This is an optimization exercise on Yosys and OpenROAD, whose aim is small area, a short achievable clock period and few clock cycles per item, not a production implementation. In this exercise RTL edits were held to simulation tests only and were not proved equivalent to the original. Power and IR drop assume default switching activity.

[design/flow/design.v]
module hw2core_clz (
    input  wire [31:0] x,
    output wire [5:0]  n
);
    wire [31:0] v0 = x;
    wire        z16 = (v0[31:16] == 16'd0);
    wire [31:0] v1 = z16 ? {v0[15:0], 16'd0} : v0;
    wire        z8  = (v1[31:24] == 8'd0);
    wire [31:0] v2 = z8 ? {v1[23:0], 8'd0} : v1;
    wire        z4  = (v2[31:28] == 4'd0);
    wire [31:0] v3 = z4 ? {v2[27:0], 4'd0} : v2;
    wire        z2  = (v3[31:30] == 2'd0);
    wire [31:0] v4 = z2 ? {v3[29:0], 2'd0} : v3;
    wire        z1  = ~v4[31];
    assign n = (x == 32'd0) ? 6'd32 : {1'b0, z16, z8, z4, z2, z1};
endmodule
module hw2core_seed (
    input  wire [4:0]  idx,
    output reg  [31:0] val
);
    always @(*) begin
        case (idx)
            5'd0:  val = 32'd65536;
            5'd1:  val = 32'd46341;
            5'd2:  val = 32'd32768;
            5'd3:  val = 32'd23170;
            5'd4:  val = 32'd16384;
            5'd5:  val = 32'd11585;
            5'd6:  val = 32'd8192;
            5'd7:  val = 32'd5792;
            5'd8:  val = 32'd4096;
            5'd9:  val = 32'd2896;
            5'd10: val = 32'd2048;
            5'd11: val = 32'd1448;
            5'd12: val = 32'd1024;
            5'd13: val = 32'd724;
            5'd14: val = 32'd512;
            5'd15: val = 32'd362;
            5'd16: val = 32'd256;
            5'd17: val = 32'd181;
            5'd18: val = 32'd128;
            5'd19: val = 32'd90;
            5'd20: val = 32'd64;
            5'd21: val = 32'd45;
            5'd22: val = 32'd32;
            5'd23: val = 32'd22;
            5'd24: val = 32'd16;
            5'd25: val = 32'd11;
            5'd26: val = 32'd8;
            5'd27: val = 32'd5;
            5'd28: val = 32'd4;
            5'd29: val = 32'd2;
            5'd30: val = 32'd2;
            default: val = 32'd1;
        endcase
    end
endmodule
module hw2core (
    input  wire        clk,
    input  wire        rst,      
    input  wire        start,
    input  wire [2:0]  op,
    input  wire [31:0] a,
    input  wire [31:0] b,
    output wire        busy,
    output wire        done,
    output wire [31:0] r0,
    output wire [31:0] r1
);
    localparam [2:0] OP_CLZ    = 3'd0;
    localparam [2:0] OP_MULW   = 3'd1;
    localparam [2:0] OP_MUL    = 3'd2;
    localparam [2:0] OP_DIVREM = 3'd3;
    localparam [2:0] OP_RSQRT  = 3'd4;
    reg        busy_q, done_q;
    reg [2:0]  opr_q;
    reg [2:0]  ph_q;
    reg        iter_q;
    reg [5:0]  cnt_q;
    reg [31:0] xa_q, xb_q;
    reg [31:0] r0_q, r1_q;
    reg [63:0] acc_q, mcand_q;
    reg [31:0] mplier_q;
    reg [31:0] rem_q, quo_q, dvd_q;
    reg [31:0] y_q, t_q;
    assign busy = busy_q;
    assign done = done_q;
    assign r0   = r0_q;
    assign r1   = r1_q;
    wire [63:0] acc_n    = mplier_q[0] ? (acc_q + mcand_q) : acc_q;
    wire        cnt_last = (cnt_q == 6'd1);
    wire [31:0] div_t    = {rem_q[30:0], dvd_q[31]};
    wire        div_take = (xb_q != 32'd0) && (div_t >= xb_q);
    wire [31:0] rem_n    = div_take ? (div_t - xb_q) : div_t;
    wire [31:0] quo_n    = {quo_q[30:0], div_take};
    wire [5:0]  lz;
    hw2core_clz u_clz (.x(xa_q), .n(lz));
    wire [4:0]  e = 5'd31 - lz[4:0];           
    wire [31:0] y0;
    wire [31:0] y0_next_rom;
    hw2core_seed u_seed0 (.idx(e),        .val(y0));
    hw2core_seed u_seed1 (.idx(e + 5'd1), .val(y0_next_rom));
    wire [31:0] y0_next  = (e == 5'd31) ? 32'd0 : y0_next_rom;
    wire [63:0] pow2_e   = 64'd1 << e;
    wire        is_pow2  = ({32'd0, xa_q} == pow2_e);
    wire [63:0] frac64   = ((({32'd0, xa_q} - pow2_e) << 16) >> e);
    wire [31:0] frac     = frac64[31:0];
    wire [31:0] delta    = y0 - y0_next;
    wire [31:0] y1   = y_q - {16'd0, acc_n[31:16]};         
    wire [31:0] y2   = acc_n[31:0];                         
    wire [31:0] xy2  = acc_n[47:16];                        
    wire [31:0] tt   = 32'h0003_0000 - xy2;                 
    wire [31:0] ynew = acc_n[48:17];                        
    always @(posedge clk) begin
        if (rst) begin
            busy_q   <= 1'b0;
            done_q   <= 1'b0;
            opr_q    <= 3'd0;
            ph_q     <= 3'd0;
            iter_q   <= 1'b0;
            cnt_q    <= 6'd0;
            xa_q     <= 32'd0;
            xb_q     <= 32'd0;
            r0_q     <= 32'd0;
            r1_q     <= 32'd0;
            acc_q    <= 64'd0;
            mcand_q  <= 64'd0;
            mplier_q <= 32'd0;
            rem_q    <= 32'd0;
            quo_q    <= 32'd0;
            dvd_q    <= 32'd0;
            y_q      <= 32'd0;
            t_q      <= 32'd0;
        end else if (!busy_q) begin
            if (start && op <= OP_RSQRT) begin
                opr_q  <= op;
                xa_q   <= a;
                xb_q   <= b;
                busy_q <= 1'b1;
                done_q <= 1'b0;
                case (op)
                    OP_MULW, OP_MUL: begin
                        acc_q    <= 64'd0;
                        mcand_q  <= {32'd0, a};
                        mplier_q <= b;
                        cnt_q    <= 6'd32;
                    end
                    OP_DIVREM: begin
                        rem_q <= 32'd0;
                        quo_q <= 32'd0;
                        dvd_q <= a;
                        cnt_q <= 6'd32;
                    end
                    OP_RSQRT: begin
                        ph_q   <= 3'd0;
                        iter_q <= 1'b0;
                    end
                    default: ;
                endcase
            end
        end else begin
            case (opr_q)
                OP_CLZ: begin
                    r0_q   <= {26'd0, lz};
                    r1_q   <= 32'd0;
                    busy_q <= 1'b0;
                    done_q <= 1'b1;
                end
                OP_MULW, OP_MUL: begin
                    acc_q    <= acc_n;
                    mcand_q  <= {mcand_q[62:0], 1'b0};
                    mplier_q <= {1'b0, mplier_q[31:1]};
                    cnt_q    <= cnt_q - 6'd1;
                    if (cnt_last) begin
                        r0_q   <= acc_n[31:0];
                        r1_q   <= (opr_q == OP_MULW) ? acc_n[63:32] : 32'd0;
                        busy_q <= 1'b0;
                        done_q <= 1'b1;
                    end
                end
                OP_DIVREM: begin
                    rem_q <= rem_n;
                    quo_q <= quo_n;
                    dvd_q <= {dvd_q[30:0], 1'b0};
                    cnt_q <= cnt_q - 6'd1;
                    if (cnt_last) begin
                        r0_q   <= quo_n;
                        r1_q   <= (xb_q == 32'd0) ? 32'd0 : rem_n;
                        busy_q <= 1'b0;
                        done_q <= 1'b1;
                    end
                end
                OP_RSQRT: begin
                    if (ph_q == 3'd0) begin
                        if (xa_q == 32'd0) begin
                            r0_q   <= 32'hFFFF_FFFF;
                            r1_q   <= 32'd0;
                            busy_q <= 1'b0;
                            done_q <= 1'b1;
                        end else if (xa_q == 32'd1) begin
                            r0_q   <= 32'h0001_0000;
                            r1_q   <= 32'd0;
                            busy_q <= 1'b0;
                            done_q <= 1'b1;
                        end else begin
                            y_q     <= y0;
                            acc_q   <= 64'd0;
                            cnt_q   <= 6'd32;
                            if (!is_pow2) begin
                                mcand_q  <= {32'd0, delta};
                                mplier_q <= frac;
                                ph_q     <= 3'd1;
                            end else begin
                                mcand_q  <= {32'd0, y0};
                                mplier_q <= y0;
                                ph_q     <= 3'd2;
                            end
                        end
                    end else begin
                        acc_q    <= acc_n;
                        mcand_q  <= {mcand_q[62:0], 1'b0};
                        mplier_q <= {1'b0, mplier_q[31:1]};
                        cnt_q    <= cnt_q - 6'd1;
                        if (cnt_last) begin
                            case (ph_q)
                                3'd1: begin
                                    y_q      <= y1;
                                    acc_q    <= 64'd0;
                                    mcand_q  <= {32'd0, y1};
                                    mplier_q <= y1;
                                    cnt_q    <= 6'd32;
                                    ph_q     <= 3'd2;
                                end
                                3'd2: begin
                                    t_q      <= y2;
                                    acc_q    <= 64'd0;
                                    mcand_q  <= {32'd0, xa_q};
                                    mplier_q <= y2;
                                    cnt_q    <= 6'd32;
                                    ph_q     <= 3'd3;
                                end
                                3'd3: begin
                                    t_q      <= tt;
                                    acc_q    <= 64'd0;
                                    mcand_q  <= {32'd0, y_q};
                                    mplier_q <= tt;
                                    cnt_q    <= 6'd32;
                                    ph_q     <= 3'd4;
                                end
                                default: begin  
                                    y_q <= ynew;
                                    if (!iter_q) begin
                                        iter_q   <= 1'b1;
                                        acc_q    <= 64'd0;
                                        mcand_q  <= {32'd0, ynew};
                                        mplier_q <= ynew;
                                        cnt_q    <= 6'd32;
                                        ph_q     <= 3'd2;
                                    end else begin
                                        r0_q   <= ynew;
                                        r1_q   <= 32'd0;
                                        busy_q <= 1'b0;
                                        done_q <= 1'b1;
                                    end
                                end
                            endcase
                        end
                    end
                end
                default: ;
            endcase
        end
    end
endmodule
[design/flow/run.sh]
#!/bin/bash
# synth_recipe.tcl (not shown) runs the flow's synth.tcl, then flattens the netlist and writes it again
# the make line also repeats each setting of config.mk as NAME=value (left out here)
make -C /OpenROAD-flow-scripts/flow DESIGN_CONFIG=/design/flow/config.mk WORK_HOME=/design/flow/orfs CLKGATE_MAP_FILE= SYNTH_SCRIPT=/design/flow/synth_recipe.tcl finish
[design/flow/config.mk]
export PLATFORM = sky130hd
export DESIGN_NAME = hw2core
export DESIGN_NICKNAME = hw2core
export VERILOG_FILES = /design/flow/design.v
export SDC_FILE = /design/flow/constraint.sdc
export NUM_CORES = 4
export LEC_CHECK = 0
export CAP_MARGIN = 20
export CORE_MARGIN = 2
export CORE_UTILIZATION = 40
export SLEW_MARGIN = 20
[design/flow/constraint.sdc]
create_clock -name core_clock -period 10.0 [get_ports {clk}]
set_input_delay 2.0000 -clock core_clock [delete_from_list [all_inputs] [get_ports {clk}]]
set_output_delay 2.0000 -clock core_clock [all_outputs]
set_load 0.01 [all_outputs]
==> run summary <==
cells in the mapped netlist, types with 32 or more instances:
cell type | instances | share of area
nand3_1 | 91 | 0.013
clkbuf_1 | 330 | 0.034
a31oi_1 | 59 | 0.010
a221oi_1 | 42 | 0.010
xor2_1 | 46 | 0.011
dfxtp_1 | 429 | 0.24
mux2i_1 | 128 | 0.036
nand4_1 | 54 | 0.0094
nand2b_1 | 32 | 0.0056
o21ai_0 | 297 | 0.041
a311oi_1 | 34 | 0.0083
nor3_1 | 122 | 0.017
a21oi_1 | 541 | 0.075
mux2_2 | 32 | 0.010
nor2_1 | 667 | 0.070
xnor2_1 | 90 | 0.022
nor2b_1 | 41 | 0.0071
a211oi_1 | 116 | 0.024
and3_1 | 56 | 0.0097
ha_1 | 171 | 0.059
nand2_1 | 597 | 0.062
nor4_1 | 43 | 0.0075
a2111oi_0 | 32 | 0.0078
inv_1 | 96 | 0.010
o31ai_1 | 43 | 0.0090
o211ai_1 | 94 | 0.020
a21o_1 | 89 | 0.019
a22oi_1 | 179 | 0.037
o21a_1 | 48 | 0.010
area by class of cell:
cell class / instances / area (um^2) / share of cell area
Sequential cell: 429 / 8590 / 0.212
Tap cell: 1165 / 1460 / 0.0360
Clock buffer: 66 / 1490 / 0.0368
Timing Repair Buffer: 265 / 2340 / 0.0579
Antenna cell: 20 / 50.0 / 0.00124
Clock inverter: 36 / 427 / 0.0105
Inverter: 101 / 382 / 0.00943
Multi-Input combinational cell: 4175 / 25700 / 0.636
sequential cells by signal, summed over array words and instances, names as in the netlist, 32 cells and up:
| name | cells |
|---|---|
| acc_q | 64 |
| mcand_q | 64 |
| dvd_q | 32 |
| mplier_q | 32 |
| r0_q | 32 |
| r1_q | 32 |
| xa_q | 32 |
| xb_q | 32 |
| y_q | 32 |
per-stage QoR:
stage / instances / worst slack (ns) / cell area [um^2] / utilization / hold slack [ns]
after floorplan: 5074 / 3.05 / 36000 / - / 0.437
after global placement: 6134 / 1.71 / 38500 / 0.433 / 0.444
after detailed placement: 6135 / 1.67 / 38500 / 0.434 / 0.447
after CTS: 6237 / 1.61 / 40400 / 0.455 / 0.456
after global routing: 6237 / 0.821 / 40400 / 0.455 / 0.471
final: 6257 / 1.34 / 40500 / 0.456 / 0.457
cells by family (layout without fill, tap and decap cells):
kind of cell | after synthesis | in the layout
flip-flops | 429 | 429
multiplexers | 163 | 163
adder cells (fa/ha/maj) | 176 | 176
AO/OA/AOI/OAI | 1848 | 1848
XOR/XNOR | 136 | 136
buffers and inverters | 470 | 468
AND/OR/NAND/NOR | 1852 | 1852
other | 0 | 20
cell usage in the layout, fill, tap and decap left out, drive strengths merged, types with 32 or more instances in the layout:
master | Yosys | layout
a2111oi | 33 | 33
a211oi | 116 | 116
a21o | 89 | 89
a21oi | 542 | 542
a221oi | 43 | 43
a22oi | 179 | 179
a311oi | 34 | 34
a31oi | 60 | 60
and2 | 32 | 32
and3 | 56 | 56
buf | 39 | 131
clkbuf | 330 | 66
clkdlybuf4s50 | 0 | 134
dfxtp | 429 | 429
ha | 171 | 171
inv | 99 | 107
mux2 | 33 | 33
mux2i | 128 | 128
nand2 | 597 | 597
nand2b | 32 | 32
nand3 | 91 | 91
nand4 | 54 | 54
nor2 | 667 | 667
nor2b | 42 | 42
nor3 | 122 | 122
nor4 | 45 | 45
o211ai | 95 | 95
o21a | 48 | 48
o21ai | 309 | 309
o31ai | 43 | 43
xnor2 | 90 | 90
xor2 | 46 | 46
per-layer routing:
| metal | up-vias | part of all wire |
|---|---|---|
| li1 | 18700 | - |
| met1 | 20600 | 0.42 |
| met2 | 2972 | 0.40 |
| met3 | 597 | 0.13 |
| met4 | 18 | 0.058 |
| met5 | - | 0.00063 |
worst min-delay path by stage:
stage          startpoint   endpoint  slack (ns)  depth (start not counted)
2_1_floorplan   dvd_q[10]  dvd_q[10]        0.44                          2
3_3_place_gp    dvd_q[26]  dvd_q[26]        0.44                          2
3_5_place_dp    dvd_q[20]  dvd_q[20]        0.45                          2
4_1_cts         dvd_q[20]  dvd_q[20]        0.46                          2
5_1_grt          dvd_q[8]   dvd_q[8]        0.47                          2
6_report        dvd_q[21]  dvd_q[21]        0.46                          2
power by group:
group | total [mW] | internal (mW) | switching [mW]
combinational | 3.71 | 1.18 | 2.53
sequential | 1.89 | 1.77 | 0.117
clock | 2.19 | 1.25 | 0.936
total | 7.79 | 4.20 | 3.59
worst max-delay path, stage by stage (launching register included):
cell and delay (ns):
dfxtp_1 0.39, or4_1 0.78, a41oi_1 0.51, nor2b_2 0.65, a221oi_1 0.19, o21ai_2 0.40, a21oi_4 0.07, inv_4 0.30
ha_1 0.62, ha_1 0.39, nand2_1 0.20, ha_1 0.40, or4_1 0.59, o211ai_1 0.37, a21oi_1 0.17, o21ai_0 0.32
a211oi_1 0.18, o31a_1 0.31, o31ai_1 0.67, o21ai_0 0.21, a211oi_1 0.42, a21oi_1 0.13, a311oi_1 0.28
==> metrics.md <==
| Metric | Value |
|---|---|
| Met3 Usage GRT | `0.125` |
| Worst-path clk slew | `0.07 ns` |
| EDFF count, synth | `0` |
| Critical setup path kind | `flip-flop to flip-flop` |
| Cell count after synthesis | `5074` |
| Crit Path Max Fanout | `26` |
| Synth Warn # | `2` |
| Row Count | `109` |
| Crit end category | `flip-flop` |
| Number of nets with antenna violations after routing | `0` |
| WP data arrival | `9.21 ns` |
| GRT Total Usage | `0.411` |
| # resized after CTS | `0` |
| Fin. Hold Viols | `0` |
| Via count | `42900` |
| Hold WC Path Type | `flip-flop to flip-flop` |
| Final setup viols | `0` |
| Global-route wire length before repair | `282000 um` |
| Mapped Area | `36000 um^2` |
| Root Buffer | `clkbuf_16` |
| Synth Area in Compound Gates | `0.337` |
| DRT Pass-1 Iters | `6` |
| Busiest grt layer | `met2` |
| Clk sink count | `429` |
| Dpl hpwl | `150000 um` |
| RR Startpoint | `xa_q[24]` |
| Core ar. | `88800 um^2` |
| GRT overflow | `0` |
| Post-synthesis mux area share | `0.0473` |
| Cts hold-fix bufs | `0` |
| Avg Cell Area, Syn | `7.09 um^2` |
| R2R cell count | `22` |
| # IOs | `136` |
| Max_slew headroom | `0.164` |
| DRT iter0 DRCs | `6427` |
| Synth Area in Simple Gates | `0.231` |
| Gpl congestion | `1.10` |
| Max Cap Viol | `0` |
| #FFs+latches synth | `429` |
| Largest net degree at the start of global routing | `147` |
| Initial core utilization | `0.405` |
| Die Y | `304 um` |
| Worst r2r dst | `mplier_q[29]` |
| P&R area growth vs syn | `12.5%` |
| Final period util | `0.866` |
| WL/cell | `31.8 um` |
| CTS tree | `yes` |
| Critical Path Source | `xa_q[24]` |
| M1 GR Usage | `0.564` |
| Clk latency of the worst-skew pair | `0.66 ns` |
| Total Power | `7.79 mW` |
| Vias in the first global route | `38600` |
| Sequential area share after synthesis | `0.239` |
| Least-Margin Pin Slew | `1.25 ns` |
| Crit path to | `mplier_q[29]` |
| # fillers | `9185` |
| RSZ-0062 raised after global routing | `false` |
| Die extent in x | `304 um` |
| CTS Buf Count | `54` |
| Setup TNS | `0 ns` |
| Critical path startpoint category | `flip-flop` |
| Top FF cell, synth | `dfxtp_1` |
| CTS Buffer Depth | `3` |
| Fin crit period | `8.66 ns` |
| Synth Area in Adders | `0.0623` |
| Skew final | `0.0402 ns` |
| Met2 Use GR | `0.575` |
| Total die area | `92300 um^2` |
| Vias per inst | `6.86` |
| Pleak | `15.0 nW` |
| Asr flop ratio synth | `0` |
| Max Clock Freq | `115 MHz` |
| Routed WL | `199000 um` |
| CTS H-tree lvls | `2` |
| Pwr Density | `192 nW/um^2` |
| Max-slew violations | `0` |
| Setup bufs post-CTS | `0` |
| Yosys cell types | `97` |
| Synth Area in XOR/XNOR | `0.0331` |
| Largest family of logic cells by synthesized area | `compound AO/OA/AOI/OAI gates` |
| Fraction of layout cells with a size suffix above 1 | `0.0698` |
| Status | `complete, no violations` |
| Max VDD drop | `136 uV` |
| IO buf count | `135` |
| Initial antenna violation count | `22` |
| NumNets Final | `5272` |
| DRC violations left | `0` |
| Net Count, Synth | `5320` |
| R2R Setup Slk | `1.34 ns` |
| WP data required | `10.55 ns` |
Testbench counts, summed over its fixed seeds: cycles 71,587, items 960.

-- what the ideal ports hide --
In the flow no input, the clock included, has a driving cell. The finished layout below was timed again as built, in two steps.
Step 1: set_driving_cell puts a clkbuf_16 on clk and a buf_2 on each other input, an assumption about the parent block.
Step 2 moves the port delays by t, midway between the first and last clock arrival at a register: inputs arrive t later, outputs are due t later. That takes back most of the time a late clock gives input paths.
a / b / c = ideal / step 1 / step 2; a / b = the first two.
shift t [ns]: 0.716
slack for setup (ns): 1.342 / 1.342 / 1.342
hold WS [ns]: 0.457 / 0.457 / 0.457
worst setup path after step 2: register to register
worst slew at a driven data input, ns: 0.07
After both steps this run still meets setup and hold. For this run, drivers alone change the setup slack by 0.000 ns; drivers and shift together by 0.000 ns.
